What follows belongs to an exercise in optimizing a design on an open flow for small area, a short achievable clock period and few clock cycles; a production flow would make more cautious choices.
RTL that was checked went through simulation tests only; none was proved equivalent to the original.
The RTL of run 4 was laid out without a check of its function.
Power figures rest on the tool's default switching activity, not on a simulated workload.

**flow/design.v**
```verilog
module tia_render (
    input  wire        clk,
    input  wire        rst,
    input  wire        cmd_valid,
    output wire        cmd_ready,
    input  wire [2:0]  cmd_op,
    input  wire [5:0]  cmd_addr,
    input  wire [7:0]  cmd_data,
    input  wire [8:0]  cmd_x,       
    input  wire [8:0]  cmd_y,       
    output reg         pix_valid,
    output reg  [8:0]  pix_y,
    output reg  [7:0]  pix_x,
    output reg  [6:0]  pix_color,
    output reg         rd_valid,
    output reg  [14:0] rd_data
);
    localparam K_PW = 2'd0;    
    localparam K_R  = 2'd1;    
    localparam K_J  = 2'd2;    
    localparam S_W   = 2'd0;
    localparam S_RD  = 2'd1;
    localparam S_CLR = 2'd2;
    localparam R_VBLANK = 5'd0,  R_NUSIZ0 = 5'd1,  R_NUSIZ1 = 5'd2,  R_COLUP0 = 5'd3;
    localparam R_COLUP1 = 5'd4,  R_COLUPF = 5'd5,  R_COLUBK = 5'd6,  R_CTRLPF = 5'd7;
    localparam R_REFP0  = 5'd8,  R_REFP1  = 5'd9,  R_PF0    = 5'd10, R_PF1    = 5'd11;
    localparam R_PF2    = 5'd12, R_GRP0   = 5'd13, R_GRP1   = 5'd14, R_ENAM0  = 5'd15;
    localparam R_ENAM1  = 5'd16, R_ENABL  = 5'd17, R_VDELP0 = 5'd18, R_VDELP1 = 5'd19;
    localparam R_VDELBL = 5'd20, R_RESMP0 = 5'd21, R_RESMP1 = 5'd22;
    localparam R_POS    = 5'd24;  
    reg       in_ok;
    reg [1:0] in_k;
    reg [8:0] in_a;
    reg [7:0] in_b;
    reg [4:0] in_idx;
    reg       in_reg;
    wire [7:0] in_xc = cmd_x[8] ? 8'd0 : (cmd_x[7:0] > 8'd160 ? 8'd160 : cmd_x[7:0]);
    wire [7:0] in_sp = (cmd_data >= 8'd160) ? cmd_data - 8'd160 : cmd_data;
    always @(*) begin
        in_reg = 1'b1;
        in_idx = 5'd0;
        case (cmd_addr)
            6'h01: in_idx = R_VBLANK;
            6'h04: in_idx = R_NUSIZ0;
            6'h05: in_idx = R_NUSIZ1;
            6'h06: in_idx = R_COLUP0;
            6'h07: in_idx = R_COLUP1;
            6'h08: in_idx = R_COLUPF;
            6'h09: in_idx = R_COLUBK;
            6'h0A: in_idx = R_CTRLPF;
            6'h0B: in_idx = R_REFP0;
            6'h0C: in_idx = R_REFP1;
            6'h0D: in_idx = R_PF0;
            6'h0E: in_idx = R_PF1;
            6'h0F: in_idx = R_PF2;
            6'h1B: in_idx = R_GRP0;
            6'h1C: in_idx = R_GRP1;
            6'h1D: in_idx = R_ENAM0;
            6'h1E: in_idx = R_ENAM1;
            6'h1F: in_idx = R_ENABL;
            6'h25: in_idx = R_VDELP0;
            6'h26: in_idx = R_VDELP1;
            6'h27: in_idx = R_VDELBL;
            6'h28: in_idx = R_RESMP0;
            6'h29: in_idx = R_RESMP1;
            default: in_reg = 1'b0;
        endcase
    end
    always @(*) begin
        in_ok = 1'b0;
        in_k  = K_PW;
        in_a  = {S_W, 2'b00, in_idx};
        in_b  = cmd_data;
        case (cmd_op)
            3'd0: begin
                if (cmd_addr == 6'h2C) begin
                    in_ok = 1'b1;
                    in_a  = {S_CLR, 7'd0};
                end else begin
                    in_ok = in_reg;
                end
            end
            3'd1: begin
                in_ok = (cmd_addr[2:0] < 3'd5);
                in_a  = {S_W, 2'b00, R_POS + {2'b00, cmd_addr[2:0]}};
                in_b  = in_sp;
            end
            3'd2: begin
                in_ok = 1'b1;
                in_k  = K_R;
                in_a  = cmd_y;
                in_b  = in_xc;
            end
            3'd3: begin
                in_ok = 1'b1;
                in_k  = K_J;
                in_a  = cmd_y;
                in_b  = in_xc;
            end
            3'd4: begin
                in_ok = 1'b1;
                in_a  = {S_RD, 7'd0};
            end
            default: ;
        endcase
    end
    reg       ir_valid;
    reg [1:0] ir_k;
    reg [8:0] ir_a;
    reg [7:0] ir_b;
    reg       pw_valid, pw_ph2;
    reg [1:0] pw_sub;
    reg [4:0] pw_idx;
    reg [7:0] pw_d;
    reg [9:0] e_row;
    reg [7:0] e_col;
    reg [9:0] p_row;
    reg [7:0] p_col;
    reg       active, last;
    reg       vblank1;
    reg [5:0] nusiz0, nusiz1;      
    reg       ctrl_ref;
    reg [1:0] ctrl_bsz;
    reg       refp0, refp1;
    reg [3:0] pf0;
    reg [7:0] pf1, pf2;
    reg [7:0] grp0, grp1, pgrp0, pgrp1;
    reg       enam0, enam1, enabl, penabl;
    reg       vdelp0, vdelp1, vdelbl;
    reg       resmp0, resmp1;
    reg [7:0] pos0, pos1, pos2, pos3, pos4;
    reg [6:0] colup0, colup1, colupf, colubk;
    reg       ctrl_score, ctrl_prio;
    reg [14:0] cx;
    wire [9:0] ei_row = (e_col == 8'd159) ? e_row + 10'd1 : e_row;
    wire [7:0] ei_col = (e_col == 8'd159) ? 8'd0 : e_col + 8'd1;
    wire       ir_xz  = (ir_b == 8'd0);
    wire [9:0] bm_row = ir_xz ? {1'b0, ir_a} - 10'd1 : {1'b0, ir_a};
    wire [7:0] bm_col = ir_xz ? 8'd159 : ir_b - 8'd1;
    wire bm_gt = ($signed(bm_row) > $signed(p_row)) ||
                 (bm_row == p_row && bm_col > p_col);
    wire ir_R = ir_valid && (ir_k == K_R);
    wire ir_J = ir_valid && (ir_k == K_J);
    wire ir_P = ir_valid && (ir_k == K_PW);
    wire pw_free  = !pw_valid || pw_ph2;
    wire load     = ir_R && bm_gt && last;
    wire jump     = ir_J && last;
    wire advance  = active && !last;
    wire pw_apply = pw_valid && !pw_ph2 && last;
    wire ir_cons = ir_P ? pw_free : (ir_R ? (last || !bm_gt) : (ir_J ? last : 1'b0));
    assign cmd_ready = !ir_valid || ((ir_k == K_PW) ? pw_free : last);
    wire take = cmd_valid && cmd_ready;
    wire eq_bm = (ei_row == bm_row) && (ei_col == bm_col);
    wire eq_p  = (ei_row == p_row) && (ei_col == p_col);
    always @(posedge clk) begin
        if (rst) begin
            ir_valid <= 1'b0;
            pw_valid <= 1'b0;
            pw_ph2   <= 1'b0;
            e_row    <= 10'h3FF;
            e_col    <= 8'd159;
            p_row    <= 10'h3FF;
            p_col    <= 8'd159;
            active   <= 1'b0;
            last     <= 1'b1;
        end else begin
            if (take)
                ir_valid <= in_ok;
            else if (ir_cons)
                ir_valid <= 1'b0;
            if (ir_P && pw_free) begin
                pw_valid <= 1'b1;
                pw_ph2   <= 1'b0;
            end else if (pw_apply) begin
                pw_ph2 <= 1'b1;
            end else if (pw_ph2) begin
                pw_valid <= 1'b0;
                pw_ph2   <= 1'b0;
            end
            if (load || advance) begin
                e_row <= ei_row;
                e_col <= ei_col;
            end else if (jump) begin
                e_row <= bm_row;
                e_col <= bm_col;
            end
            if (load || jump) begin
                p_row <= bm_row;
                p_col <= bm_col;
            end
            active <= load || advance;
            last   <= load ? eq_bm : (advance ? eq_p : 1'b1);
        end
    end
    always @(posedge clk) begin
        if (take) begin
            ir_k <= in_k;
            ir_a <= in_a;
            ir_b <= in_b;
        end
        if (ir_P && pw_free) begin
            pw_sub <= ir_a[8:7];
            pw_idx <= ir_a[4:0];
            pw_d   <= ir_b;
        end
    end
    wire       w1  = pw_apply && (pw_sub == S_W);
    wire       w2  = pw_valid && pw_ph2 && (pw_sub == S_W);
    wire [7:0] wd  = rst ? 8'd0 : pw_d;
    always @(posedge clk) begin
        if (rst || (w1 && pw_idx == R_VBLANK)) vblank1 <= wd[1];
        if (rst || (w1 && pw_idx == R_NUSIZ0)) nusiz0 <= {wd[5:4], 1'b0, wd[2:0]};
        if (rst || (w1 && pw_idx == R_NUSIZ1)) nusiz1 <= {wd[5:4], 1'b0, wd[2:0]};
        if (rst || (w1 && pw_idx == R_CTRLPF)) begin ctrl_ref <= wd[0]; ctrl_bsz <= wd[5:4]; end
        if (rst || (w1 && pw_idx == R_REFP0))  refp0 <= wd[3];
        if (rst || (w1 && pw_idx == R_REFP1))  refp1 <= wd[3];
        if (rst || (w1 && pw_idx == R_PF0))    pf0 <= wd[7:4];
        if (rst || (w1 && pw_idx == R_PF1))    pf1 <= wd;
        if (rst || (w1 && pw_idx == R_PF2))    pf2 <= wd;
        if (rst || (w1 && pw_idx == R_GRP0))   grp0 <= wd;
        if (rst || (w1 && pw_idx == R_GRP1))   grp1 <= wd;
        if (rst || (w1 && pw_idx == R_GRP1))   pgrp0 <= rst ? 8'd0 : grp0;
        if (rst || (w1 && pw_idx == R_GRP0))   pgrp1 <= rst ? 8'd0 : grp1;
        if (rst || (w1 && pw_idx == R_ENAM0))  enam0 <= wd[1];
        if (rst || (w1 && pw_idx == R_ENAM1))  enam1 <= wd[1];
        if (rst || (w1 && pw_idx == R_ENABL))  enabl <= wd[1];
        if (rst || (w1 && pw_idx == R_ENABL))  penabl <= rst ? 1'b0 : enabl;
        if (rst || (w1 && pw_idx == R_VDELP0)) vdelp0 <= wd[0];
        if (rst || (w1 && pw_idx == R_VDELP1)) vdelp1 <= wd[0];
        if (rst || (w1 && pw_idx == R_VDELBL)) vdelbl <= wd[0];
        if (rst || (w1 && pw_idx == R_RESMP0)) resmp0 <= wd[1];
        if (rst || (w1 && pw_idx == R_RESMP1)) resmp1 <= wd[1];
        if (rst || (w1 && pw_idx == R_POS + 5'd0)) pos0 <= wd;
        if (rst || (w1 && pw_idx == R_POS + 5'd1)) pos1 <= wd;
        if (rst || (w1 && pw_idx == R_POS + 5'd2)) pos2 <= wd;
        if (rst || (w1 && pw_idx == R_POS + 5'd3)) pos3 <= wd;
        if (rst || (w1 && pw_idx == R_POS + 5'd4)) pos4 <= wd;
        if (rst || (w2 && pw_idx == R_COLUP0)) colup0 <= wd[7:1];
        if (rst || (w2 && pw_idx == R_COLUP1)) colup1 <= wd[7:1];
        if (rst || (w2 && pw_idx == R_COLUPF)) colupf <= wd[7:1];
        if (rst || (w2 && pw_idx == R_COLUBK)) colubk <= wd[7:1];
        if (rst || (w2 && pw_idx == R_CTRLPF)) begin ctrl_score <= wd[1]; ctrl_prio <= wd[2]; end
    end
    function [7:0] dmod;
        input [7:0] c;
        input [7:0] p;
        input       m;
        reg   [8:0] r;
        begin
            r = {1'b0, c} - {1'b0, p} - {8'd0, m};
            dmod = {r[8] ? r[7:5] + 3'd5 : r[7:5], r[4:0]};
        end
    endfunction
    function copy_blk;
        input [4:0] b;
        input [2:0] k;
        begin
            case (k)
                3'd1: copy_blk = (b == 5'd0) || (b == 5'd2);
                3'd2: copy_blk = (b == 5'd0) || (b == 5'd4);
                3'd3: copy_blk = (b == 5'd0) || (b == 5'd2) || (b == 5'd4);
                3'd4: copy_blk = (b == 5'd0) || (b == 5'd8);
                3'd6: copy_blk = (b == 5'd0) || (b == 5'd4) || (b == 5'd8);
                default: copy_blk = (b == 5'd0);
            endcase
        end
    endfunction
    function pl_hit;
        input [7:0] d;
        input [2:0] k;
        input [7:0] g;
        input       refl;
        reg         inr;
        reg   [2:0] j;
        begin
            if (k == 3'd5)
                inr = (d[7:4] == 4'd0);
            else if (k == 3'd7)
                inr = (d[7:5] == 3'd0);
            else
                inr = copy_blk(d[7:3], k);
            j = (k == 3'd5) ? d[3:1] : ((k == 3'd7) ? d[4:2] : d[2:0]);
            pl_hit = inr && g[refl ? j : ~j];
        end
    endfunction
    function narrow;
        input [2:0] lo;
        input [1:0] s;
        begin
            case (s)
                2'd0: narrow = (lo == 3'd0);
                2'd1: narrow = (lo[2:1] == 2'd0);
                2'd2: narrow = !lo[2];
                default: narrow = 1'b1;
            endcase
        end
    endfunction
    wire [7:0] d_p0 = dmod(e_col, pos0, nusiz0[2] & nusiz0[0]);
    wire [7:0] d_p1 = dmod(e_col, pos1, nusiz1[2] & nusiz1[0]);
    wire [7:0] d_m0 = dmod(e_col, pos2, 1'b0);
    wire [7:0] d_m1 = dmod(e_col, pos3, 1'b0);
    wire [7:0] d_bl = dmod(e_col, pos4, 1'b0);
    wire [7:0] g0 = vdelp0 ? pgrp0 : grp0;
    wire [7:0] g1 = vdelp1 ? pgrp1 : grp1;
    wire       eb = vdelbl ? penabl : enabl;
    wire [19:0] pf_bits = {pf2[7], pf2[6], pf2[5], pf2[4], pf2[3], pf2[2], pf2[1], pf2[0],
                           pf1[0], pf1[1], pf1[2], pf1[3], pf1[4], pf1[5], pf1[6], pf1[7],
                           pf0[3], pf0[2], pf0[1], pf0[0]};
    wire [5:0]  q      = e_col[7:2];
    wire        right  = (e_col >= 8'd80);
    wire [4:0]  pf_idx = !right ? q[4:0] : (ctrl_ref ? 6'd39 - q : q - 6'd20);
    wire vis = active && !vblank1 && !rst;
    wire on_pf = vis && pf_bits[pf_idx];
    wire on_p0 = vis && pl_hit(d_p0, nusiz0[2:0], g0, refp0);
    wire on_p1 = vis && pl_hit(d_p1, nusiz1[2:0], g1, refp1);
    wire on_m0 = vis && enam0 && !resmp0 && copy_blk(d_m0[7:3], nusiz0[2:0]) && narrow(d_m0[2:0], nusiz0[5:4]);
    wire on_m1 = vis && enam1 && !resmp1 && copy_blk(d_m1[7:3], nusiz1[2:0]) && narrow(d_m1[2:0], nusiz1[5:4]);
    wire on_bl = vis && eb && (d_bl[7:3] == 5'd0) && narrow(d_bl[2:0], ctrl_bsz);
    reg       s2_pe, s2_rd, s2_clr, s2_right, s2_blank;
    reg [8:0] s2_row;
    reg [7:0] s2_col;
    reg       s2_p0, s2_p1, s2_m0, s2_m1, s2_bl, s2_pf;
    always @(posedge clk) begin
        if (rst) begin
            s2_pe  <= 1'b0;
            s2_rd  <= 1'b0;
            s2_clr <= 1'b0;
        end else begin
            s2_pe  <= active && (e_row < 10'd262);
            s2_rd  <= pw_apply && (pw_sub == S_RD);
            s2_clr <= pw_apply && (pw_sub == S_CLR);
        end
        s2_row   <= e_row[8:0];
        s2_col   <= e_col;
        s2_right <= right;
        s2_blank <= vblank1;
        s2_p0 <= on_p0;
        s2_p1 <= on_p1;
        s2_m0 <= on_m0;
        s2_m1 <= on_m1;
        s2_bl <= on_bl;
        s2_pf <= on_pf;
    end
    wire [14:0] hits = {
        s2_m0 & s2_m1,    
        s2_p0 & s2_p1,    
        s2_bl & s2_pf,    
        s2_m1 & s2_bl,    
        s2_m1 & s2_pf,    
        s2_m0 & s2_bl,    
        s2_m0 & s2_pf,    
        s2_p1 & s2_bl,    
        s2_p1 & s2_pf,    
        s2_p0 & s2_bl,    
        s2_p0 & s2_pf,    
        s2_m1 & s2_p1,    
        s2_m1 & s2_p0,    
        s2_m0 & s2_p0,    
        s2_m0 & s2_p1     
    };
    wire [6:0] c_pf = ctrl_score ? (s2_right ? colup1 : colup0) : colupf;
    wire       a0   = s2_p0 | s2_m0;
    wire       a1   = s2_p1 | s2_m1;
    reg [6:0] comp;
    always @(*) begin
        if (s2_blank)
            comp = 7'd0;
        else if (!ctrl_prio) begin
            if (a0)         comp = colup0;
            else if (a1)    comp = colup1;
            else if (s2_bl) comp = colupf;
            else if (s2_pf) comp = c_pf;
            else            comp = colubk;
        end else begin
            if (s2_bl)      comp = colupf;
            else if (s2_pf) comp = c_pf;
            else if (a0)    comp = colup0;
            else if (a1)    comp = colup1;
            else            comp = colubk;
        end
    end
    always @(posedge clk) begin
        if (rst) begin
            pix_valid <= 1'b0;
            rd_valid  <= 1'b0;
            cx        <= 15'd0;
        end else begin
            pix_valid <= s2_pe;
            rd_valid  <= s2_rd;
            cx        <= s2_clr ? 15'd0 : (cx | hits);
        end
        pix_y     <= s2_row;
        pix_x     <= s2_col;
        pix_color <= comp;
        rd_data   <= cx | hits;
    end
endmodule
```
**flow/run.sh**
```bash
#!/bin/bash
# synth_recipe.tcl (not shown) runs the flow's synth.tcl, then flattens the netlist and writes it again
# the make line also repeats each setting of config.mk as NAME=value (left out here)
make -C /OpenROAD-flow-scripts/flow DESIGN_CONFIG=/design/flow/config.mk WORK_HOME=/design/flow/orfs CLKGATE_MAP_FILE= SYNTH_SCRIPT=/design/flow/synth_recipe.tcl finish
```
**flow/constraint.sdc**
```tcl
create_clock -name core_clock -period 8.0 [get_ports {clk}]
set_input_delay 1.6000 -clock core_clock [delete_from_list [all_inputs] [get_ports {clk}]]
set_output_delay 1.6000 -clock core_clock [all_outputs]
set_load 0.01 [all_outputs]
```
**flow/config.mk**
```make
export PLATFORM = sky130hd
export DESIGN_NAME = tia_render
export DESIGN_NICKNAME = tia_render
export VERILOG_FILES = /design/flow/design.v
export SDC_FILE = /design/flow/constraint.sdc
export NUM_CORES = 4
export LEC_CHECK = 0
export CAP_MARGIN = 20
export CORE_MARGIN = 2
export CORE_UTILIZATION = 40
export SLEW_MARGIN = 20
```
==> impl_metrics.py, run 1 <==
metrics = {
    "clocking": {
        "cts_buffers": 34,
        "clk_latency_ns": 0.52,
        "cts_tree": "built",
        "hold_buffers": 0,
        "htree_levels": 2,
        "post_cts_buffers": 0,
        "cts_root_buffer": "clkbuf_16",
        "clkSlewWorstSetupHoldPaths_ns": 0.06,
        "cts_resized": 0,
        "cts.sink_count": 306,
        "max-clock-path-buffers": 3,
    },
    "place": {
        "dp_hpwl_mm": 29.3,
        "place_congestion": 0.896,
        "portBuffers": 79,
        "dp_cells": 2110,
    },
    "die": {
        "dieArea_um2": 42200,
        "fp.dieW_um": 205,
        "io_pins": 80,
        "die_h_um": 205,
        "initial_core_util_pct": 40.7,
        "num_rows": 73,
        "core_region_area_um2": 39900,
    },
    "synthesis": {
        "ys_ff_latch": 306,
        "syn_area_um2": 16200,
        "synthesis.nets": 1680,
        "yosysSeqAreaShare_pct": 48.9,
        "yosys_most_used_dff": "edfxtp_1",
        "synthArstFlopShare_pct": 0,
        "synth_area_per_cell_um2": 10.5,
        "synth_commonest_cells": "181 x edfxtp_1, 126 x inv_1, 125 x dfxtp_1",
        "yosys.area.top_type": "edfxtp_1",
        "synth_warnings": 1,
        "synth_area_leaders": "edfxtp_1 33%, dfxtp_1 15%, ha_1 7.0%",
        "yosysMostFrequentCell": "edfxtp_1",
        "synth_top_area_share_pct": 33.5,
        "synth-edff-count": 181,
        "yosysUniqueCellTypes": 82,
        "synthCells": 1544,
    },
    "power_and_ir_drop": {
        "vdd_ir_drop_max_mv": 0.154,
        "leakage_nw": 7.42,
        "p_per_area_nw_per_um2": 213,
    },
    "setup_path": {
        "crit_buf_inv": 3,
        "critPathMaxStageDelay_ns": 0.76,
        "critical_path.max_fanout": 11,
        "cpMaxStageDelayCell": "a2111oi_1",
        "path_cells": "inv_1 -> ha_1 -> nor4bb_1 -> or4b_2 -> xor2_1 -> inv_1 -> ha_1 -> nand4_1 -> or3_1 -> a2111oi_1 -> o31ai_1 -> buf_4 -> nor2_1 -> a221o_1",
        "crit_path_end_kind": "register",
        "required_ns": 8.47,
        "path_class": "register to register",
        "cp-start-kind": "register",
        "rrSetupSlack_ns": 2.60,
        "crit_arrival_ns": 5.87,
        "critical_path.top_delay_family": "simple AND/OR/NAND/NOR gates",
    },
    "sta": {
        "period_minus_slack_ns": 5.40,
        "setup_viol": 0,
        "relSlewSlack_pct": 26.4,
        "fmaxAchievable_mhz": 185,
        "finalMaxSlewViolations": 0,
        "worstMarginPinSlew_ns": 1.10,
        "finalCritPeriodShare_pct": 67.5,
        "finalSetupTns_ns": 0,
        "finalHoldViolations": 0,
        "grt_setup_unrepaired": "false",
        "timing.clock.skew_ns": 0.0169,
    },
    "finish": {
        "insertedDiodeCount": 0,
        "stdcell_count": 2171,
        "fillerInstances": 3622,
        "area_growth_pct": 15.5,
        "layout-drive-gt1-share_pct": 7.17,
        "fin_nets": 1757,
    },
    "grt": {
        "antenna_found_initial": 0,
        "grt_max_degree": 52,
        "grt_pass1_vias": 11500,
        "grt_pass1_wl_mm": 63.2,
        "grt_usage_pct": 19.2,
        "grt.overflow.total": 0,
    },
    "drt": {
        "drt_iter0_drc": 891,
        "via_per_inst": 5.53,
        "num_vias": 12000,
        "ant_nets": 0,
        "drtPass1Iterations": 5,
        "drt_wl_total_mm": 40.6,
        "drc_errors": 0,
        "wl_per_cell_um": 18.7,
    },
    "worst_hold_path": {
        "hold_class": "register to register",
    },
    "run_status": {
        "status": "timing/DRC/antenna clean",
    },
    "run": {
        "cap_violations": 0,
    },
}
[metal layers]
layer	share of wire, %	global-route usage, %	up-vias
met5	0	0	-
met2	49	33.4	327
met3	4.3	2.61	70
met1	44	24.8	5808
li1	-	-	5805
met4	2.7	6.12	0
[layout make-up]
class                           count  area, um2  share of cell area (%)
Clock buffer                       48       1010                    5.41
Clock inverter                     13        109                   0.581
Inverter                          126        473                    2.52
Multi-Input combinational cell   1057       7630                    40.7
Sequential cell                   306       7940                    42.4
Tap cell                          525        657                    3.51
Timing Repair Buffer               96        913                    4.87
[report_power, final]
group          internal [mW]  total, mW  switching [mW]  leakage [nW]
Combinational          0.278      0.652           0.374          4.02
Sequential              1.74       1.79          0.0465          2.84
Clock                  0.922       1.55           0.624         0.557
[placed cells by master, fill, tap and decap left out, drive strengths merged, types with 14 or more instances in the layout]
| master | instances |
|---|---|
| nor2 | 85 |
| nand2 | 110 |
| or3 | 15 |
| a22oi | 17 |
| edfxtp | 181 |
| a21oi | 74 |
| a21o | 25 |
| xor2 | 24 |
| buf | 18 |
| inv | 130 |
| nand2b | 17 |
| nor3 | 46 |
| clkbuf | 48 |
| ha | 91 |
| o21ai | 87 |
| dfxtp | 125 |
| a22o | 14 |
| nor2b | 60 |
| xnor2 | 75 |
| nand3 | 35 |
| a211o | 14 |
| a211oi | 23 |
| clkdlybuf4s50 | 78 |
| mux2i | 20 |
[kinds of logic (layout without fill, tap and decap cells)]
group | Yosys count | in the layout | share of synthesized area (%)
muxes | 35 | 35 | 3.11
xor gates and xnor gates | 101 | 101 | 5.86
adders and majority gates | 98 | 98 | 7.88
DFF | 306 | 306 | 48.9
buffers and inverters | 181 | 283 | 4.23
AOI/OAI and AO/OA | 368 | 368 | 15.3
and+or+nand+nor | 455 | 455 | 14.7
[stage by stage]
| step | instance area, um2 | hold WS [ns] | setup slack, ns | power (mW) | util, % |
|---|---|---|---|---|---|
| after detailed placement | 17600 | 0.314 | 2.63 | 2.47 | 44.1 |
| after floorplan | 16200 | 0.310 | 3.71 | 2.28 | - |
| after global routing | 18700 | 0.333 | 2.18 | 4.16 | 46.9 |
| final | 18700 | 0.324 | 2.60 | 3.98 | 46.9 |
| after global placement | 17600 | 0.314 | 2.88 | 2.46 | 44.1 |
| after CTS | 18700 | 0.327 | 2.58 | 4.02 | 46.9 |
[sequential cells by signal (all words and copies together), names as in the netlist, 9 cells and up]
signal,count
pix_y,9
p_row,10
e_row,10
s2_row,9
rd_data,15
cx,15
ir_a,9
[path summary, 6_finish.rpt]
check | start | to | cells after the start
setup / recovery | ir_b[0] | e_col[2] | 14
setup reg to reg | ir_b[0] | e_col[2] | 14
hold reg to reg | s2_row[3] | pix_y[3] | 0
hold / removal | s2_row[3] | pix_y[3] | 0
Testbench counts, summed over its fixed seeds: cycles 173,416.
==> run 2: changes to the inputs <==
--- a/flow/config.mk
+++ b/flow/config.mk
@@ -8,4 +8,5 @@
 export CAP_MARGIN = 20
 export CORE_MARGIN = 2
 export CORE_UTILIZATION = 40
+export SETUP_SLACK_MARGIN = 5
 export SLEW_MARGIN = 20
==> run 2 against run 1 <==
Net effect: non-clock buffer count rose by 113; clock power rose by 5%; sequential cell count did not move; global-route usage rose by 1.4 points; utilization rose by 5.4 points; final area rose by 11%; clock skew rose by 0.0024 ns; hold slack got worse by 0.0033 ns; wire length rose by 8.6%; critical endpoint is now last; largest power group unchanged; highest routed layer unchanged.
==> impl_metrics.py, run 2 <==
metrics = {
    "finish": {
        "insertedDiodeCount": 0,
        "final_common_cell": "edfxtp_1",
        "fillerInstances": 3485,
        "area_growth_pct": 28.7,
        "reg_top3": "cx: 15 flops, rd_data: 15 flops",
        "fin_nets": 1873,
        "layout-drive-gt1-share_pct": 22.1,
        "utilization_pct": 52.3,
        "multiInputGateArea_um2": 8530,
        "final_cell_mix": "181 x edfxtp_1, 119 x dfxtp_1, 110 x inv_1, 106 x nand2_1, 101 x buf_4",
        "seq_area_um2": 7960,
    },
    "synthesis": {
        "muxShareOfSynthArea_pct": 3.11,
        "syn_area_um2": 16200,
        "yosysSeqAreaShare_pct": 48.9,
        "synthesis.nets": 1680,
        "synth-compound-area-share_pct": 15.3,
        "synthSimpleGateAreaFrac_pct": 14.7,
        "yosysMostFrequentCell": "edfxtp_1",
        "synth_area_leaders": "edfxtp_1 33%, dfxtp_1 15%, ha_1 7.0%",
        "synth_warnings": 1,
        "synth_commonest_cells": "181 x edfxtp_1, 126 x inv_1, 125 x dfxtp_1",
        "yosys.area.top_type": "edfxtp_1",
        "synth_top_area_share_pct": 33.5,
        "ys_ff_latch": 306,
        "yosys_most_used_dff": "edfxtp_1",
        "synthArstFlopShare_pct": 0,
        "synth_area_per_cell_um2": 10.5,
        "synth-edff-count": 181,
        "synth_fa_ha_area_share_pct": 7.88,
        "synth_top_family_by_area": "compound AO/OA/AOI/OAI gates",
        "synth-xor-area-share_pct": 5.86,
        "synthCells": 1544,
        "yosysUniqueCellTypes": 82,
    },
    "power_and_ir_drop": {
        "leakage_nw": 8.55,
        "power_frac_seq_pct": 42.3,
        "p_per_area_nw_per_um2": 202,
        "internal_power_mw": 3.08,
        "switching_share_pct": 26.9,
        "pwr-share-clk_pct": 38.7,
        "finalPower_mw": 4.21,
        "vdd_ir_drop_max_mv": 0.164,
        "p_switching_mw": 1.13,
        "combPwrFrac_pct": 18.9,
    },
    "grt": {
        "grt_usage_pct": 20.6,
        "grt_pass1_wl_mm": 67.3,
        "grt.overflow.total": 0,
        "grt_pass1_vias": 12300,
        "grt_max_degree": 53,
        "antenna_found_initial": 0,
    },
    "clocking": {
        "hold_buffers": 0,
        "max-clock-path-buffers": 3,
        "clk_latency_ns": 0.53,
        "cts.sink_count": 306,
        "clkSlewWorstSetupHoldPaths_ns": 0.06,
        "cts_root_buffer": "clkbuf_16",
        "cts_tree": "built",
        "htree_levels": 2,
        "cts_buffers": 35,
    },
    "setup_path": {
        "crit_arrival_ns": 4.47,
        "required_ns": 8.40,
        "critical_path.max_fanout": 6,
        "cpMaxStageDelayCell": "or4_4",
        "path_cells": "or4_4 -> or4b_4 -> xor2_4 -> inv_2 -> ha_4 -> nand4_1 -> buf_4 -> a211oi_4 -> o21ai_4 -> buf_6 -> buf_6 -> nor3_4 -> buf_6 -> nor4_1 -> or4_1",
        "crit_top_cell": "buf_6",
        "crit_path_end_kind": "register",
        "cp-start-kind": "register",
        "path_class": "register to register",
        "critPathMaxStageDelay_ns": 0.58,
    },
    "drt": {
        "drt_wl_total_mm": 44.1,
        "wl_per_cell_um": 19.3,
        "num_vias": 12700,
        "drc_errors": 0,
        "drtPass1Iterations": 7,
        "via_per_inst": 5.55,
        "ant_nets": 0,
        "drt_iter0_drc": 746,
    },
    "sta": {
        "relSlewSlack_pct": 22.5,
        "setup_slack_ns": 3.93,
        "timing.clock.skew_ns": 0.0194,
        "period_minus_slack_ns": 4.07,
        "fmaxAchievable_mhz": 245,
        "finalMaxSlewViolations": 0,
        "finalHoldViolations": 0,
        "grt_setup_unrepaired": "true",
        "worstMarginPinSlew_ns": 1.16,
        "finalCritPeriodShare_pct": 50.9,
        "finalSetupTns_ns": 0,
        "setup_viol": 0,
        "holdWs_ns": 0.321,
    },
    "run_status": {
        "status": "timing/DRC/antenna clean",
    },
    "place": {
        "pre_cts_slack_ns": 3.26,
        "dp_hpwl_mm": 29.1,
        "portBuffers": 79,
        "place_congestion": 0.885,
    },
    "worst_hold_path": {
        "hold_class": "register to register",
    },
    "die": {
        "num_rows": 73,
        "fp.dieW_um": 205,
        "dieArea_um2": 42200,
        "io_pins": 80,
        "die_h_um": 205,
        "initial_core_util_pct": 40.7,
        "core_region_area_um2": 39900,
    },
    "run": {
        "cap_violations": 0,
    },
}
[run 2: critical path: cells and delay by family (launching register included)]
| family | cells | cell delay (ns) |
|---|---|---|
| buf+inv | 5 | 0.68 |
| compound gates | 2 | 0.34 |
| fa+ha+maj | 1 | 0.27 |
| simple gates | 6 | 2.06 |
| xor+xnor | 1 | 0.18 |
| flops | 1 | 0.40 |
[run 2: layer usage]
metal	track usage [%]	part of all wire [%]
met2	35.3	49
met1	26.4	43
met4	7.84	3.7
met3	2.80	4.9
met5	0	0
[run 2: kinds of logic after synthesis]
group | count (synthesis)
buffers and inverters | 181
AOI/OAI and AO/OA | 368
and+or+nand+nor | 455
xor gates and xnor gates | 101
DFF | 306
muxes | 35
adders and majority gates | 98
[run 2: cell type report]
class                           instances  area share (%)
Clock buffer                           49            4.84
Clock inverter                         15           0.833
Inverter                              126            2.44
Multi-Input combinational cell       1058            40.9
Sequential cell                       306            38.1
Tap cell                              525            3.15
Timing Repair Buffer                  209            9.73
Timing Repair inverter                  1          0.0419
[run 2: power groups by stage]
stage          sequential (mW)  combinational [mW]  clock, mW
6_report                  1.78               0.798       1.63
5_1_grt                   1.79               0.865       1.73
4_1_cts                   1.78               0.749       1.67
3_5_place_dp              1.82               0.662          0
3_3_place_gp              1.82               0.654          0
2_1_floorplan             1.80               0.493          0
[run 2: metrics by stage]
stage / cell area, um2 / cells
floorplan: 16600 / 1544
global placement: 17800 / 2106
detailed placement: 17800 / 2106
CTS: 20200 / 2256
global route: 20900 / 2289
finish: 20900 / 2289
[run 2: repair_timing]
action / in CTS / in global routing
gates resized for setup: 143 / 91
setup endpoints to repair: 103 / 77
gates cloned: 4 / 0
setup buffers: 82 / 32
pin swaps: 67 / 55
endpoints found under the hold margin: 0 / 0
[run 2: final timing paths]
| path | slack (ns) | start | endpoint | cells after the start |
|---|---|---|---|---|
| max | 3.93 | ir_a[3] | last | 15 |
| min | 0.32 | s2_col[7] | pix_x[7] | 0 |
| max reg2reg | 3.93 | ir_a[3] | last | 15 |
| min reg2reg | 0.32 | s2_col[7] | pix_x[7] | 0 |
==> run 3: changes to the inputs <==
--- a/flow/config.mk
+++ b/flow/config.mk
@@ -5,6 +5,7 @@
 export SDC_FILE = /design/flow/constraint.sdc
 export NUM_CORES = 4
 export LEC_CHECK = 0
+export ABC_CLOCK_PERIOD_IN_PS = 2500
 export CAP_MARGIN = 20
 export CORE_MARGIN = 2
 export CORE_UTILIZATION = 40
==> run 3 against run 2 <==
Net effect: clock skew unchanged; clock-buffer cell count unchanged; sequential cell count did not move; hold slack is the same; sequential share of layout area stayed put; non-clock buffer count is the same; global-route usage unchanged.
==> impl_metrics.py, run 3 <==
metrics = {
    "clocking": {
        "clk_latency_ns": 0.53,
        "cts.sink_count": 306,
        "hold_buffers": 0,
        "cts_tree": "built",
        "max-clock-path-buffers": 3,
        "clkSlewWorstSetupHoldPaths_ns": 0.06,
        "htree_levels": 2,
        "cts_buffers": 35,
        "cts_root_buffer": "clkbuf_16",
    },
    "sta": {
        "period_minus_slack_ns": 4.07,
        "setup_viol": 0,
        "grt_setup_unrepaired": "true",
        "finalSetupTns_ns": 0,
        "worstMarginPinSlew_ns": 1.16,
        "finalHoldViolations": 0,
        "timing.clock.skew_ns": 0.0194,
        "fmaxAchievable_mhz": 245,
        "relSlewSlack_pct": 22.5,
        "holdWs_ns": 0.321,
        "finalCritPeriodShare_pct": 50.9,
        "finalMaxSlewViolations": 0,
    },
    "setup_path": {
        "cp-start-kind": "register",
        "critPathMaxStageDelay_ns": 0.58,
        "crit_buf_inv": 5,
        "path_cells": "or4_4 -> or4b_4 -> xor2_4 -> inv_2 -> ha_4 -> nand4_1 -> buf_4 -> a211oi_4 -> o21ai_4 -> buf_6 -> buf_6 -> nor3_4 -> buf_6 -> nor4_1 -> or4_1",
        "path_class": "register to register",
        "startpoint": "ir_a[3]",
        "crit_top_cell": "buf_6",
        "crit_arrival_ns": 4.47,
        "critical_path.top_delay_family": "simple AND/OR/NAND/NOR gates",
        "critical_path.max_fanout": 6,
        "required_ns": 8.40,
        "cpMaxStageDelayCell": "or4_4",
        "r2r-start": "ir_a[3]",
        "crit_path_end_kind": "register",
    },
    "grt": {
        "grt.overflow.total": 0,
        "grt_max_degree": 53,
        "grt_pass1_vias": 12300,
        "met2_usage_pct": 35.3,
        "top_usage_layer": "met2",
        "grt_pass1_wl_mm": 67.3,
        "grtUsageMet3_pct": 2.80,
        "grt_util_met1_pct": 26.4,
        "grt_usage_pct": 20.6,
        "antenna_found_initial": 0,
    },
    "synthesis": {
        "synthArstFlopShare_pct": 0,
        "yosys.area.top_type": "edfxtp_1",
        "synth_area_leaders": "edfxtp_1 33%, dfxtp_1 15%, ha_1 7.0%",
        "yosysUniqueCellTypes": 82,
        "synth_top_area_share_pct": 33.5,
        "syn_area_um2": 16200,
        "synth_warnings": 1,
        "yosysMostFrequentCell": "edfxtp_1",
        "synthesis.nets": 1680,
        "ys_ff_latch": 306,
        "synth-edff-count": 181,
        "synthCells": 1544,
        "yosys_most_used_dff": "edfxtp_1",
        "synth_commonest_cells": "181 x edfxtp_1, 126 x inv_1, 125 x dfxtp_1",
        "synth_area_per_cell_um2": 10.5,
        "yosysSeqAreaShare_pct": 48.9,
    },
    "place": {
        "dp_cells": 2106,
        "dp_hpwl_mm": 29.1,
        "portBuffers": 79,
        "placed_area_um2": 17800,
        "place_congestion": 0.885,
    },
    "drt": {
        "drc_errors": 0,
        "drt_wl_total_mm": 44.1,
        "ant_nets": 0,
        "drt_iter0_drc": 746,
        "drtPass1Iterations": 7,
        "num_vias": 12700,
        "wl_per_cell_um": 19.3,
        "via_per_inst": 5.55,
    },
    "run_status": {
        "status": "timing/DRC/antenna clean",
    },
    "finish": {
        "stdcell_count": 2289,
        "fin_nets": 1873,
        "utilization_pct": 52.3,
        "fillerInstances": 3485,
        "insertedDiodeCount": 0,
        "multiInputGateArea_um2": 8530,
        "final_common_cell": "edfxtp_1",
        "area_growth_pct": 28.7,
        "reg_top3": "cx: 15 flops, rd_data: 15 flops",
        "seq_area_um2": 7960,
        "final_cell_area_um2": 20900,
        "final_cell_mix": "181 x edfxtp_1, 119 x dfxtp_1, 110 x inv_1, 106 x nand2_1, 101 x buf_4",
        "layout-drive-gt1-share_pct": 22.1,
    },
    "worst_hold_path": {
        "hold_class": "register to register",
        "hold_start": "s2_col[7]",
    },
    "die": {
        "initial_core_util_pct": 40.7,
        "core_region_area_um2": 39900,
        "num_rows": 73,
        "io_pins": 80,
        "fp.dieW_um": 205,
        "dieArea_um2": 42200,
        "die_h_um": 205,
    },
    "power_and_ir_drop": {
        "leakage_nw": 8.55,
        "vdd_ir_drop_max_mv": 0.164,
        "p_per_area_nw_per_um2": 202,
    },
    "run": {
        "cap_violations": 0,
    },
}
run 3: cell counts after synthesis:
Identical to the previous run, type by type.
run 3: per-stage QoR:
stage,setup slack (ns),power (mW)
final,3.93,4.21
after global routing,3.84,4.39
after CTS,4.03,4.20
after detailed placement,3.26,2.48
after global placement,3.40,2.47
after floorplan,4.08,2.30
run 3: cells by family after synthesis:
family,share of synthesized area (%)
fa+ha+maj,7.88
flops,48.9
mux,3.11
simple gates,14.7
buf+inv,4.23
compound gates,15.3
xor+xnor,5.86
run 3: layout make-up:
class | instances | area share, %
clock buffers | 49 | 4.84
clock inverters | 15 | 0.833
inverters | 126 | 2.44
multi-input cells | 1058 | 40.9
flip-flops and latches | 306 | 38.1
well taps | 525 | 3.15
repair buffers | 209 | 9.73
repair inverters | 1 | 0.0419
run 3: what timing repair did:
item / CTS / global route
cloned: 4 / 0
endpoints found under the setup margin: 103 / 77
pin swaps: 67 / 55
gates resized for setup: 143 / 91
buffers inserted: 82 / 32
run 3: power by group:
group	internal (mW)	switching, mW
registers	1.74	0.0452
clock network	0.987	0.645
logic	0.357	0.442
run 3: worst paths after layout:
| path | depth (start not counted) | endpoint | slack, ns |
|---|---|---|---|
| max | 15 | last | 3.93 |
| min | 0 | pix_x[7] | 0.32 |
| min reg2reg | 0 | pix_x[7] | 0.32 |
| max reg2reg | 15 | last | 3.93 |
run 3: metal layers:
layer  wire [um]  part of all wire [%]
met5           0                     0
met4        1640                   3.7
met1       18900                    43
met3        2140                   4.9
met2       21400                    49
==> run 4: changes to the inputs <==
--- a/flow/design.v
+++ b/flow/design.v
@@ -30,11 +30,14 @@
     localparam R_POS    = 5'd24;  
     reg       in_ok;
     reg [1:0] in_k;
-    reg [8:0] in_a;
+    reg [9:0] in_a;
     reg [7:0] in_b;
     reg [4:0] in_idx;
     reg       in_reg;
-    wire [7:0] in_xc = cmd_x[8] ? 8'd0 : (cmd_x[7:0] > 8'd160 ? 8'd160 : cmd_x[7:0]);
+    wire       in_xle0 = cmd_x[8] || (cmd_x[7:0] == 8'd0);
+    wire       in_xbig = !cmd_x[8] && (cmd_x[7:0] > 8'd160);
+    wire [7:0] in_bcol = (in_xle0 || in_xbig) ? 8'd159 : cmd_x[7:0] - 8'd1;
+    wire [9:0] in_brow = in_xle0 ? {1'b0, cmd_y} - 10'd1 : {1'b0, cmd_y};
     wire [7:0] in_sp = (cmd_data >= 8'd160) ? cmd_data - 8'd160 : cmd_data;
     always @(*) begin
         in_reg = 1'b1;
@@ -69,44 +72,45 @@
     always @(*) begin
         in_ok = 1'b0;
         in_k  = K_PW;
-        in_a  = {S_W, 2'b00, in_idx};
+        in_a  = {1'b0, S_W, 2'b00, in_idx};
         in_b  = cmd_data;
         case (cmd_op)
             3'd0: begin
                 if (cmd_addr == 6'h2C) begin
                     in_ok = 1'b1;
-                    in_a  = {S_CLR, 7'd0};
+                    in_a  = {1'b0, S_CLR, 7'd0};
                 end else begin
                     in_ok = in_reg;
                 end
             end
             3'd1: begin
                 in_ok = (cmd_addr[2:0] < 3'd5);
-                in_a  = {S_W, 2'b00, R_POS + {2'b00, cmd_addr[2:0]}};
+                in_a  = {1'b0, S_W, 2'b00, R_POS + {2'b00, cmd_addr[2:0]}};
                 in_b  = in_sp;
             end
             3'd2: begin
                 in_ok = 1'b1;
                 in_k  = K_R;
-                in_a  = cmd_y;
-                in_b  = in_xc;
+                in_a  = in_brow;
+                in_b  = in_bcol;
             end
             3'd3: begin
                 in_ok = 1'b1;
                 in_k  = K_J;
-                in_a  = cmd_y;
-                in_b  = in_xc;
+                in_a  = in_brow;
+                in_b  = in_bcol;
             end
             3'd4: begin
                 in_ok = 1'b1;
-                in_a  = {S_RD, 7'd0};
+                in_a  = {1'b0, S_RD, 7'd0};
             end
             default: ;
         endcase
     end
     reg       ir_valid;
     reg [1:0] ir_k;
-    reg [8:0] ir_a;
+    reg [9:0] ir_a;
+    reg       ready_r;
     reg [7:0] ir_b;
     reg       pw_valid, pw_ph2;
     reg [1:0] pw_sub;
@@ -134,9 +138,8 @@
     reg [14:0] cx;
     wire [9:0] ei_row = (e_col == 8'd159) ? e_row + 10'd1 : e_row;
     wire [7:0] ei_col = (e_col == 8'd159) ? 8'd0 : e_col + 8'd1;
-    wire       ir_xz  = (ir_b == 8'd0);
-    wire [9:0] bm_row = ir_xz ? {1'b0, ir_a} - 10'd1 : {1'b0, ir_a};
-    wire [7:0] bm_col = ir_xz ? 8'd159 : ir_b - 8'd1;
+    wire [9:0] bm_row = ir_a;
+    wire [7:0] bm_col = ir_b;
     wire bm_gt = ($signed(bm_row) > $signed(p_row)) ||
                  (bm_row == p_row && bm_col > p_col);
     wire ir_R = ir_valid && (ir_k == K_R);
@@ -148,13 +151,21 @@
     wire advance  = active && !last;
     wire pw_apply = pw_valid && !pw_ph2 && last;
     wire ir_cons = ir_P ? pw_free : (ir_R ? (last || !bm_gt) : (ir_J ? last : 1'b0));
-    assign cmd_ready = !ir_valid || ((ir_k == K_PW) ? pw_free : last);
-    wire take = cmd_valid && cmd_ready;
+    assign cmd_ready = ready_r;
+    wire take = cmd_valid && ready_r;
     wire eq_bm = (ei_row == bm_row) && (ei_col == bm_col);
     wire eq_p  = (ei_row == p_row) && (ei_col == p_col);
+    wire ir_valid_n = take ? in_ok : (ir_valid && !ir_cons);
+    wire ir_pw_n    = take ? (in_k == K_PW) : (ir_k == K_PW);
+    wire pw_fill    = ir_P && pw_free;
+    wire pw_valid_n = pw_fill || (pw_valid && !pw_ph2);
+    wire pw_ph2_n   = !pw_fill && pw_apply;
+    wire last_n     = load ? eq_bm : (advance ? eq_p : 1'b1);
+    wire ready_n    = !ir_valid_n || (ir_pw_n ? (!pw_valid_n || pw_ph2_n) : last_n);
     always @(posedge clk) begin
         if (rst) begin
             ir_valid <= 1'b0;
+            ready_r  <= 1'b1;
             pw_valid <= 1'b0;
             pw_ph2   <= 1'b0;
             e_row    <= 10'h3FF;
@@ -164,19 +175,10 @@
             active   <= 1'b0;
             last     <= 1'b1;
         end else begin
-            if (take)
-                ir_valid <= in_ok;
-            else if (ir_cons)
-                ir_valid <= 1'b0;
-            if (ir_P && pw_free) begin
-                pw_valid <= 1'b1;
-                pw_ph2   <= 1'b0;
-            end else if (pw_apply) begin
-                pw_ph2 <= 1'b1;
-            end else if (pw_ph2) begin
-                pw_valid <= 1'b0;
-                pw_ph2   <= 1'b0;
-            end
+            ir_valid <= ir_valid_n;
+            ready_r  <= ready_n;
+            pw_valid <= pw_valid_n;
+            pw_ph2   <= pw_ph2_n;
             if (load || advance) begin
                 e_row <= ei_row;
                 e_col <= ei_col;
@@ -189,7 +191,7 @@
                 p_col <= bm_col;
             end
             active <= load || advance;
-            last   <= load ? eq_bm : (advance ? eq_p : 1'b1);
+            last   <= last_n;
         end
     end
     always @(posedge clk) begin
@@ -198,7 +200,7 @@
             ir_a <= in_a;
             ir_b <= in_b;
         end
-        if (ir_P && pw_free) begin
+        if (pw_fill) begin
             pw_sub <= ir_a[8:7];
             pw_idx <= ir_a[4:0];
             pw_d   <= ir_b;
@@ -241,32 +243,37 @@
         if (rst || (w2 && pw_idx == R_COLUBK)) colubk <= wd[7:1];
         if (rst || (w2 && pw_idx == R_CTRLPF)) begin ctrl_score <= wd[1]; ctrl_prio <= wd[2]; end
     end
-    function [7:0] dmod;
+    function [8:0] dsub;
         input [7:0] c;
         input [7:0] p;
         input       m;
-        reg   [8:0] r;
         begin
-            r = {1'b0, c} - {1'b0, p} - {8'd0, m};
-            dmod = {r[8] ? r[7:5] + 3'd5 : r[7:5], r[4:0]};
+            dsub = {1'b0, c} - {1'b0, p} - {8'd0, m};
         end
     endfunction
-    function copy_blk;
+    function blk;
+        input [5:0] h;
         input [4:0] b;
+        begin
+            blk = (h == {1'b0, b}) || (h == {1'b0, b} + 6'd44);
+        end
+    endfunction
+    function copy_blk;
+        input [5:0] h;
         input [2:0] k;
         begin
             case (k)
-                3'd1: copy_blk = (b == 5'd0) || (b == 5'd2);
-                3'd2: copy_blk = (b == 5'd0) || (b == 5'd4);
-                3'd3: copy_blk = (b == 5'd0) || (b == 5'd2) || (b == 5'd4);
-                3'd4: copy_blk = (b == 5'd0) || (b == 5'd8);
-                3'd6: copy_blk = (b == 5'd0) || (b == 5'd4) || (b == 5'd8);
-                default: copy_blk = (b == 5'd0);
+                3'd1: copy_blk = blk(h, 5'd0) || blk(h, 5'd2);
+                3'd2: copy_blk = blk(h, 5'd0) || blk(h, 5'd4);
+                3'd3: copy_blk = blk(h, 5'd0) || blk(h, 5'd2) || blk(h, 5'd4);
+                3'd4: copy_blk = blk(h, 5'd0) || blk(h, 5'd8);
+                3'd6: copy_blk = blk(h, 5'd0) || blk(h, 5'd4) || blk(h, 5'd8);
+                default: copy_blk = blk(h, 5'd0);
             endcase
         end
     endfunction
     function pl_hit;
-        input [7:0] d;
+        input [8:0] r;
         input [2:0] k;
         input [7:0] g;
         input       refl;
@@ -274,12 +281,13 @@
         reg   [2:0] j;
         begin
             if (k == 3'd5)
-                inr = (d[7:4] == 4'd0);
+                inr = blk(r[8:3], 5'd0) || blk(r[8:3], 5'd1);
             else if (k == 3'd7)
-                inr = (d[7:5] == 3'd0);
+                inr = blk(r[8:3], 5'd0) || blk(r[8:3], 5'd1) ||
+                      blk(r[8:3], 5'd2) || blk(r[8:3], 5'd3);
             else
-                inr = copy_blk(d[7:3], k);
-            j = (k == 3'd5) ? d[3:1] : ((k == 3'd7) ? d[4:2] : d[2:0]);
+                inr = copy_blk(r[8:3], k);
+            j = (k == 3'd5) ? r[3:1] : ((k == 3'd7) ? r[4:2] : r[2:0]);
             pl_hit = inr && g[refl ? j : ~j];
         end
     endfunction
@@ -295,11 +303,11 @@
             endcase
         end
     endfunction
-    wire [7:0] d_p0 = dmod(e_col, pos0, nusiz0[2] & nusiz0[0]);
-    wire [7:0] d_p1 = dmod(e_col, pos1, nusiz1[2] & nusiz1[0]);
-    wire [7:0] d_m0 = dmod(e_col, pos2, 1'b0);
-    wire [7:0] d_m1 = dmod(e_col, pos3, 1'b0);
-    wire [7:0] d_bl = dmod(e_col, pos4, 1'b0);
+    wire [8:0] d_p0 = dsub(e_col, pos0, nusiz0[2] & nusiz0[0]);
+    wire [8:0] d_p1 = dsub(e_col, pos1, nusiz1[2] & nusiz1[0]);
+    wire [8:0] d_m0 = dsub(e_col, pos2, 1'b0);
+    wire [8:0] d_m1 = dsub(e_col, pos3, 1'b0);
+    wire [8:0] d_bl = dsub(e_col, pos4, 1'b0);
     wire [7:0] g0 = vdelp0 ? pgrp0 : grp0;
     wire [7:0] g1 = vdelp1 ? pgrp1 : grp1;
     wire       eb = vdelbl ? penabl : enabl;
@@ -313,9 +321,9 @@
     wire on_pf = vis && pf_bits[pf_idx];
     wire on_p0 = vis && pl_hit(d_p0, nusiz0[2:0], g0, refp0);
     wire on_p1 = vis && pl_hit(d_p1, nusiz1[2:0], g1, refp1);
-    wire on_m0 = vis && enam0 && !resmp0 && copy_blk(d_m0[7:3], nusiz0[2:0]) && narrow(d_m0[2:0], nusiz0[5:4]);
-    wire on_m1 = vis && enam1 && !resmp1 && copy_blk(d_m1[7:3], nusiz1[2:0]) && narrow(d_m1[2:0], nusiz1[5:4]);
-    wire on_bl = vis && eb && (d_bl[7:3] == 5'd0) && narrow(d_bl[2:0], ctrl_bsz);
+    wire on_m0 = vis && enam0 && !resmp0 && copy_blk(d_m0[8:3], nusiz0[2:0]) && narrow(d_m0[2:0], nusiz0[5:4]);
+    wire on_m1 = vis && enam1 && !resmp1 && copy_blk(d_m1[8:3], nusiz1[2:0]) && narrow(d_m1[2:0], nusiz1[5:4]);
+    wire on_bl = vis && eb && blk(d_bl[8:3], 5'd0) && narrow(d_bl[2:0], ctrl_bsz);
     reg       s2_pe, s2_rd, s2_clr, s2_right, s2_blank;
     reg [8:0] s2_row;
     reg [7:0] s2_col;
--- a/flow/config.mk
+++ b/flow/config.mk
@@ -5,7 +5,6 @@
 export SDC_FILE = /design/flow/constraint.sdc
 export NUM_CORES = 4
 export LEC_CHECK = 0
-export ABC_CLOCK_PERIOD_IN_PS = 2500
 export CAP_MARGIN = 20
 export CORE_MARGIN = 2
 export CORE_UTILIZATION = 40
==> run 4 against run 3 <==
Net effect: die area is 0.78% lower; largest power group unchanged; maximum frequency is 23% higher; register-to-register slack better by 0.80 ns; via count is 2.6% lower; cell count is 2.1% lower; synthesized area is 0.79% lower; synthesized cell count is 1.4% lower; power is 1.3% lower; global-route usage is 0.49 points higher; sequential share of layout area is 1.8 points higher; setup slack better by 0.76 ns; critical path depth is 5 lower.
==> impl_metrics.py, run 4 <==
metrics = {
    "run_status": {
        "status": "timing/DRC/antenna clean",
    },
    "setup_path": {
        "cpMaxStageDelayCell": "or4_4",
        "critPathMaxStageDelay_ns": 0.43,
        "crit_top_cell": "or3_4",
        "crit_buf_inv": 2,
        "r2r-start": "nusiz0[0]",
        "path_class": "input port to register",
        "critical_path.top_delay_family": "simple AND/OR/NAND/NOR gates",
        "rrSetupSlack_ns": 4.73,
        "critical_path.max_fanout": 2,
        "required_ns": 8.28,
        "rr_endpoint": "s2_p0",
        "crit_cells": 10,
        "crit_path_end_kind": "register",
        "cp-start-kind": "input port",
        "crit_arrival_ns": 3.59,
        "ff2ff_path_depth": 11,
        "path_cells": "buf_12 -> inv_12 -> ha_4 -> nor4b_4 -> a21oi_4 -> or4_4 -> or3_4 -> or3_4 -> xor2_1 -> o21ai_1",
    },
    "synthesis": {
        "synthesis.nets": 1654,
        "yosys.area.top_type": "edfxtp_1",
        "synthArstFlopShare_pct": 0,
        "syn_area_um2": 16100,
        "synth_area_leaders": "edfxtp_1 34%, dfxtp_1 16%, ha_1 6.7%",
        "muxShareOfSynthArea_pct": 3.74,
        "synthSimpleGateAreaFrac_pct": 14.6,
        "synth_warnings": 1,
        "yosysSeqAreaShare_pct": 49.6,
        "synth_top_family_by_area": "compound AO/OA/AOI/OAI gates",
        "yosys_most_used_dff": "edfxtp_1",
        "yosysMostFrequentCell": "edfxtp_1",
        "ys_ff_latch": 308,
        "synth-compound-area-share_pct": 16.0,
        "synth_area_per_cell_um2": 10.6,
        "synthCells": 1523,
        "synth-xor-area-share_pct": 4.59,
        "synth_fa_ha_area_share_pct": 7.68,
        "synth-edff-count": 182,
        "yosysUniqueCellTypes": 88,
        "synth_top_area_share_pct": 33.9,
        "synth_commonest_cells": "182 x edfxtp_1, 131 x nand2_1, 126 x dfxtp_1",
    },
    "sta": {
        "setup_viol": 0,
        "fmaxAchievable_mhz": 302,
        "finalCritPeriodShare_pct": 41.4,
        "relSlewSlack_pct": 26.5,
        "timing.clock.skew_ns": 0.0192,
        "grt_setup_unrepaired": "true",
        "finalSetupTns_ns": 0,
        "worstMarginPinSlew_ns": 1.10,
        "finalHoldViolations": 0,
        "holdWs_ns": 0.311,
        "finalMaxSlewViolations": 0,
        "period_minus_slack_ns": 3.32,
    },
    "drt": {
        "drtPass1Iterations": 5,
        "drt_iter0_drc": 841,
        "drc_errors": 0,
        "via_per_inst": 5.52,
        "ant_nets": 0,
        "drt_wl_total_mm": 44.5,
        "num_vias": 12400,
        "wl_per_cell_um": 19.9,
    },
    "power_and_ir_drop": {
        "p_per_area_nw_per_um2": 207,
        "vdd_ir_drop_max_mv": 0.112,
        "finalPower_mw": 4.16,
        "leakage_nw": 8.31,
    },
    "die": {
        "io_pins": 80,
        "num_rows": 73,
        "fp.dieW_um": 205,
        "dieArea_um2": 41900,
        "initial_core_util_pct": 40.5,
        "die_h_um": 205,
        "core_region_area_um2": 39700,
    },
    "clocking": {
        "clk_latency_ns": 0.53,
        "cts_root_buffer": "clkbuf_16",
        "cts_buffers": 35,
        "clkSlewWorstSetupHoldPaths_ns": 0.07,
        "max-clock-path-buffers": 3,
        "hold_buffers": 0,
        "htree_levels": 2,
        "cts.sink_count": 308,
        "cts_tree": "built",
    },
    "finish": {
        "fin_nets": 1822,
        "final_cell_area_um2": 20100,
        "final_common_cell": "edfxtp_1",
        "insertedDiodeCount": 0,
        "area_growth_pct": 24.6,
        "layout-drive-gt1-share_pct": 18.6,
        "reg_top3": "cx: 15 flops, rd_data: 15 flops",
        "final_cell_mix": "182 x edfxtp_1, 125 x nand2_1, 113 x dfxtp_1, 89 x inv_1, 88 x buf_4",
    },
    "place": {
        "dp_hpwl_mm": 30.5,
        "placed_area_um2": 17600,
        "portBuffers": 79,
        "place_congestion": 0.886,
    },
    "run": {
        "cap_violations": 0,
    },
    "worst_hold_path": {
        "holdPathStages": 0,
        "hold_class": "register to register",
        "hold-path-endpoint": "pix_y[7]",
        "hold_start": "s2_row[7]",
    },
    "grt": {
        "grt_max_degree": 56,
        "grt_pass1_vias": 12000,
        "grt.overflow.total": 0,
        "grt_pass1_wl_mm": 68.2,
        "grt_usage_pct": 21.1,
        "antenna_found_initial": 0,
    },
}
-- run 4: cell count changes in the layout (fill, tap and decap cells not counted), sizes merged, moves of 9 or more --
cell and change:
nand2b +9, buf -22, xnor2 -27, a211oi -9, a21oi +16, nand3 -9
clkdlybuf4s50 -17, o21ai -9, xor2 +9, nor3 -11, mux2i +12, o211ai +18
inv -22, nand2 +21
-- run 4: cells by family after synthesis --
family / count (synthesis)
adders and majority gates: 95
buffers and inverters: 156
DFF: 308
muxes: 46
AOI/OAI and AO/OA: 380
xor gates and xnor gates: 82
and+or+nand+nor: 456
-- run 4: layout make-up --
type,instances,area (um2)
Clock buffer,44,972
Clock inverter,19,186
Fill cell,3530,19700
Inverter,102,427
Multi-Input combinational cell,1059,8090
Sequential cell,308,8010
Tap cell,525,657
Timing Repair Buffer,183,1710
Timing Repair inverter,2,10.0
-- run 4: worst max path at each step --
| stage | from | slack [ns] | endpoint |
|---|---|---|---|
| 6_report | cmd_x[0] | 4.68 | ir_a[7] |
| 5_1_grt | nusiz0[0] | 4.59 | s2_p0 |
| 4_1_cts | nusiz0[0] | 4.61 | s2_p0 |
| 3_5_place_dp | cmd_x[0] | 3.50 | ir_a[7] |
| 3_3_place_gp | cmd_x[0] | 3.53 | ir_a[7] |
| 2_1_floorplan | cmd_x[0] | 4.36 | ir_a[7] |
-- run 4: power by group --
group	leakage [nW]	internal [mW]	switching [mW]	total [mW]
clock	0.581	0.941	0.672	1.61
combinational	4.88	0.319	0.423	0.741
sequential	2.86	1.75	0.0511	1.81
-- run 4: what timing repair did --
item                                    CTS  global route
pin swaps                                27            33
endpoints found under the setup margin  157            86
gates resized for setup                 134            93
setup buffers                            46            40
cloned                                    2             0
hold endpoints to repair                  0             0
-- run 4: routing by layer --
metal,share of wire (%),up-vias,GRT usage (%),wire length [um]
li1,-,5961,-,-
met4,3.0,0,7.14,1350
met5,0,-,0,0
met3,6.4,81,3.48,2830
met1,45,5961,28.6,19800
met2,46,376,34.2,20500
-- run 4: per-stage QoR --
stage / utilization [%] / setup slack, ns / std cells
after floorplan: - / 4.36 / 1523
after global placement: 44.2 / 3.53 / 2090
after detailed placement: 44.2 / 3.50 / 2090
after CTS: 48.9 / 4.61 / 2201
after global routing: 50.5 / 4.59 / 2242
final: 50.5 / 4.68 / 2242
==> run 5: changes to the inputs <==
--- a/flow/design.v
+++ b/flow/design.v
@@ -145,7 +145,9 @@
     wire ir_R = ir_valid && (ir_k == K_R);
     wire ir_J = ir_valid && (ir_k == K_J);
     wire ir_P = ir_valid && (ir_k == K_PW);
-    wire pw_free  = !pw_valid || pw_ph2;
+    wire pw_col   = (pw_sub == S_W) && (pw_idx >= R_COLUP0) && (pw_idx <= R_CTRLPF);
+    wire ir_col   = (ir_a[8:7] == S_W) && (ir_a[4:0] >= R_COLUP0) && (ir_a[4:0] <= R_CTRLPF);
+    wire pw_free  = !pw_valid || pw_ph2 || (last && !pw_col);
     wire load     = ir_R && bm_gt && last;
     wire jump     = ir_J && last;
     wire advance  = active && !last;
@@ -158,10 +160,12 @@
     wire ir_valid_n = take ? in_ok : (ir_valid && !ir_cons);
     wire ir_pw_n    = take ? (in_k == K_PW) : (ir_k == K_PW);
     wire pw_fill    = ir_P && pw_free;
-    wire pw_valid_n = pw_fill || (pw_valid && !pw_ph2);
-    wire pw_ph2_n   = !pw_fill && pw_apply;
+    wire pw_valid_n = pw_fill || (pw_valid && !pw_ph2 && !(pw_apply && !pw_col));
+    wire pw_ph2_n   = !pw_fill && pw_apply && pw_col;
+    wire pw_col_n   = pw_fill ? ir_col : pw_col;
     wire last_n     = load ? eq_bm : (advance ? eq_p : 1'b1);
-    wire ready_n    = !ir_valid_n || (ir_pw_n ? (!pw_valid_n || pw_ph2_n) : last_n);
+    wire pw_free_n  = !pw_valid_n || pw_ph2_n || (last_n && !pw_col_n);
+    wire ready_n    = !ir_valid_n || (ir_pw_n ? pw_free_n : last_n);
     always @(posedge clk) begin
         if (rst) begin
             ir_valid <= 1'b0;
--- a/flow/config.mk
+++ b/flow/config.mk
@@ -5,6 +5,7 @@
 export SDC_FILE = /design/flow/constraint.sdc
 export NUM_CORES = 4
 export LEC_CHECK = 0
+export ABC_AREA = 1
 export CAP_MARGIN = 20
 export CORE_MARGIN = 2
 export CORE_UTILIZATION = 40
==> run 5 against run 4 <==
Net effect: sequential share of layout area rose by 1.0 points; hold slack improved by 0.015 ns; clock-buffer cell count rose by 6; sequential cell count did not move; clock power fell by 3%; die area rose by 0.73%.
==> impl_metrics.py, run 5 <==
metrics = {
    "finish": {
        "fillerInstances": 3704,
        "utilization_pct": 49.0,
        "layout-drive-gt1-share_pct": 11.5,
        "area_growth_pct": 20.7,
        "reg_top3": "cx: 15 flops, rd_data: 15 flops",
        "insertedDiodeCount": 0,
        "final_cell_mix": "378 x nand2_1, 281 x inv_1, 182 x edfxtp_1, 155 x nor2_1, 119 x dfxtp_1",
        "seq_area_um2": 8010,
        "multiInputGateArea_um2": 7260,
        "final_cell_area_um2": 19600,
        "fin_nets": 2139,
        "final_common_cell": "nand2_1",
    },
    "drt": {
        "drtPass1Iterations": 7,
        "drt_iter0_drc": 793,
        "wl_per_cell_um": 16.5,
        "drc_errors": 0,
        "ant_nets": 0,
        "drt_wl_total_mm": 42.1,
        "via_per_inst": 5.10,
        "num_vias": 13100,
    },
    "setup_path": {
        "cpMaxStageDelayCell": "clkdlybuf4s50_1",
        "rrSetupSlack_ns": 5.10,
        "crit_top_cell": "inv_1",
        "critPathMaxStageDelay_ns": 0.49,
        "required_ns": 8.41,
        "cp-start-kind": "input port",
        "ff2ff_path_depth": 19,
        "r2r-start": "e_col[5]",
        "path_class": "input port to register",
        "startpoint": "cmd_addr[1]",
        "rr_endpoint": "ready_r",
        "crit_path_end_kind": "register",
        "critical_path.max_fanout": 5,
        "crit_arrival_ns": 3.41,
        "path_cells": "clkdlybuf4s50_1 -> inv_2 -> ha_1 -> inv_1 -> nor4_2 -> inv_1 -> nand3_1 -> o221ai_1 -> a21oi_1 -> nand3_2",
    },
    "synthesis": {
        "synthArstFlopShare_pct": 0,
        "synth-xor-area-share_pct": 3.94,
        "ys_ff_latch": 308,
        "yosysSeqAreaShare_pct": 49.3,
        "synthSimpleGateAreaFrac_pct": 19.0,
        "synth_top_area_share_pct": 33.7,
        "synthesis.nets": 1993,
        "synthCells": 1862,
        "syn_area_um2": 16200,
        "synth-edff-count": 182,
        "synth_warnings": 1,
        "synth_fa_ha_area_share_pct": 7.50,
        "yosysMostFrequentCell": "nand2_1",
        "yosys_most_used_dff": "edfxtp_1",
        "synth_area_leaders": "edfxtp_1 34%, dfxtp_1 16%, nand2_1 9.0%",
        "yosysUniqueCellTypes": 58,
        "yosys.area.top_type": "edfxtp_1",
        "synth_top_family_by_area": "simple AND/OR/NAND/NOR gates",
        "synth_commonest_cells": "389 x nand2_1, 296 x inv_1, 182 x edfxtp_1",
        "synth-compound-area-share_pct": 12.0,
        "synth_area_per_cell_um2": 8.71,
        "muxShareOfSynthArea_pct": 0.270,
    },
    "sta": {
        "finalMaxSlewViolations": 0,
        "finalSetupTns_ns": 0,
        "finalHoldViolations": 0,
        "worstMarginPinSlew_ns": 1.14,
        "holdWs_ns": 0.325,
        "timing.clock.skew_ns": 0.0208,
        "relSlewSlack_pct": 23.9,
        "finalCritPeriodShare_pct": 37.5,
        "fmaxAchievable_mhz": 334,
        "grt_setup_unrepaired": "true",
        "period_minus_slack_ns": 3.00,
        "setup_viol": 0,
    },
    "clocking": {
        "cts_tree": "built",
        "cts_buffers": 35,
        "hold_buffers": 0,
        "clk_latency_ns": 0.54,
        "cts.sink_count": 308,
        "cts_root_buffer": "clkbuf_16",
        "htree_levels": 2,
        "max-clock-path-buffers": 3,
        "clkSlewWorstSetupHoldPaths_ns": 0.06,
    },
    "place": {
        "place_congestion": 0.866,
        "portBuffers": 79,
        "dp_hpwl_mm": 29.5,
        "placed_area_um2": 17600,
    },
    "power_and_ir_drop": {
        "p_per_area_nw_per_um2": 208,
        "finalPower_mw": 4.07,
        "leakage_nw": 8.97,
        "vdd_ir_drop_max_mv": 0.124,
    },
    "die": {
        "die_h_um": 205,
        "initial_core_util_pct": 40.6,
        "dieArea_um2": 42200,
        "io_pins": 80,
        "core_region_area_um2": 39900,
        "fp.dieW_um": 205,
        "num_rows": 73,
    },
    "grt": {
        "grt_pass1_wl_mm": 65.1,
        "grt_max_degree": 54,
        "grt_pass1_vias": 12500,
        "antenna_found_initial": 0,
        "grt_usage_pct": 19.7,
        "grt.overflow.total": 0,
    },
    "worst_hold_path": {
        "hold_start": "s2_col[5]",
        "hold-path-endpoint": "pix_x[5]",
        "holdPathStages": 0,
        "hold_class": "register to register",
    },
    "run": {
        "cap_violations": 0,
    },
    "run_status": {
        "status": "timing/DRC/antenna clean",
    },
}
==> run 5: worst max path at each step <==
stage,endpoint,slack [ns],cells after the start
after floorplan,grp0[0],4.99,4
after global placement,ir_b[2],3.98,8
after detailed placement,ir_b[0],3.94,8
after CTS,ready_r,4.96,10
after global routing,ready_r,4.90,10
final,ready_r,5.00,10
==> run 5: worst max-delay path, delay by kind of cell <==
kind / cells / cell delay [ns]
and+or+nand+nor: 3 / 0.50
adders and majority gates: 1 / 0.15
AOI/OAI and AO/OA: 2 / 0.36
buffers and inverters: 4 / 0.80
==> run 5: area by class of cell <==
cell class	instances	share of cell area, %
inverter	302	5.96
sequential	308	40.9
clock buffer	50	5.28
tap	525	3.36
timing repair buffer	145	6.81
multi-input combinational	1216	37.1
clock inverter	14	0.550
==> run 5: kinds of logic after synthesis <==
kind of cell    Yosys count
mux                       4
simple gates            731
flops                   308
fa+ha+maj                93
compound gates          318
buf+inv                 339
xor+xnor                 69
==> run 5: metrics by stage <==
step                setup WS, ns  instances
floorplan                   4.99       1862
global placement            3.98       2440
detailed placement          3.94       2441
CTS                         4.96       2517
global route                4.90       2560
finish                      5.00       2560
==> run 5: power breakdown <==
group	switching, mW	leakage, nW	total [mW]	internal (mW)
registers	0.0521	2.86	1.81	1.75
logic	0.438	5.55	0.703	0.265
clock network	0.651	0.557	1.56	0.912
==> run 5: what timing repair did <==
item | in CTS | in global routing
hold endpoints to repair | 0 | 0
cloned | 0 | 1
endpoints found under the setup margin | 106 | 96
pin swaps | 5 | 14
setup buffers | 12 | 41
resized for setup | 64 | 80
==> run 5: routing by layer <==
layer | global-route usage [%] | vias up | wire, um
met5 | 0 | - | 0
met4 | 7.30 | 0 | 1330
met3 | 2.72 | 91 | 2060
met2 | 33.9 | 324 | 20700
met1 | 25.3 | 6128 | 18100
li1 | - | 6507 | -
Testbench counts of run 5, summed over its fixed seeds: cycles 172,451.

## port drivers added, routing unchanged
The results above use ideal ports. As a check the final layouts listed here were re-extracted and re-timed, cells and wires unchanged.
Step 1, drivers: a clkbuf_16 drives clk and a buf_2 each remaining input, both assumed.
Step 2, shift: input delay + t, output delay - t, t = (earliest + latest rising clock arrival at the registers) / 2. This alone moves slack from input paths to output paths.
Slacks: no drivers / after step 1 / after step 2; pairs: no drivers / after step 1.
run | t, ns | setup slack, ns
run 1 | 0.564 | 2.600 / 2.600 / 2.600
run 2 | 0.573 | 3.927 / 3.927 / 3.927
run 3 | 0.573 | 3.927 / 3.927 / 3.927
run 4 | 0.575 | 4.685 / 4.682 / 4.107
run 5 | 0.583 | 5.004 / 4.979 / 4.452
After both steps every run listed still meets setup and hold.
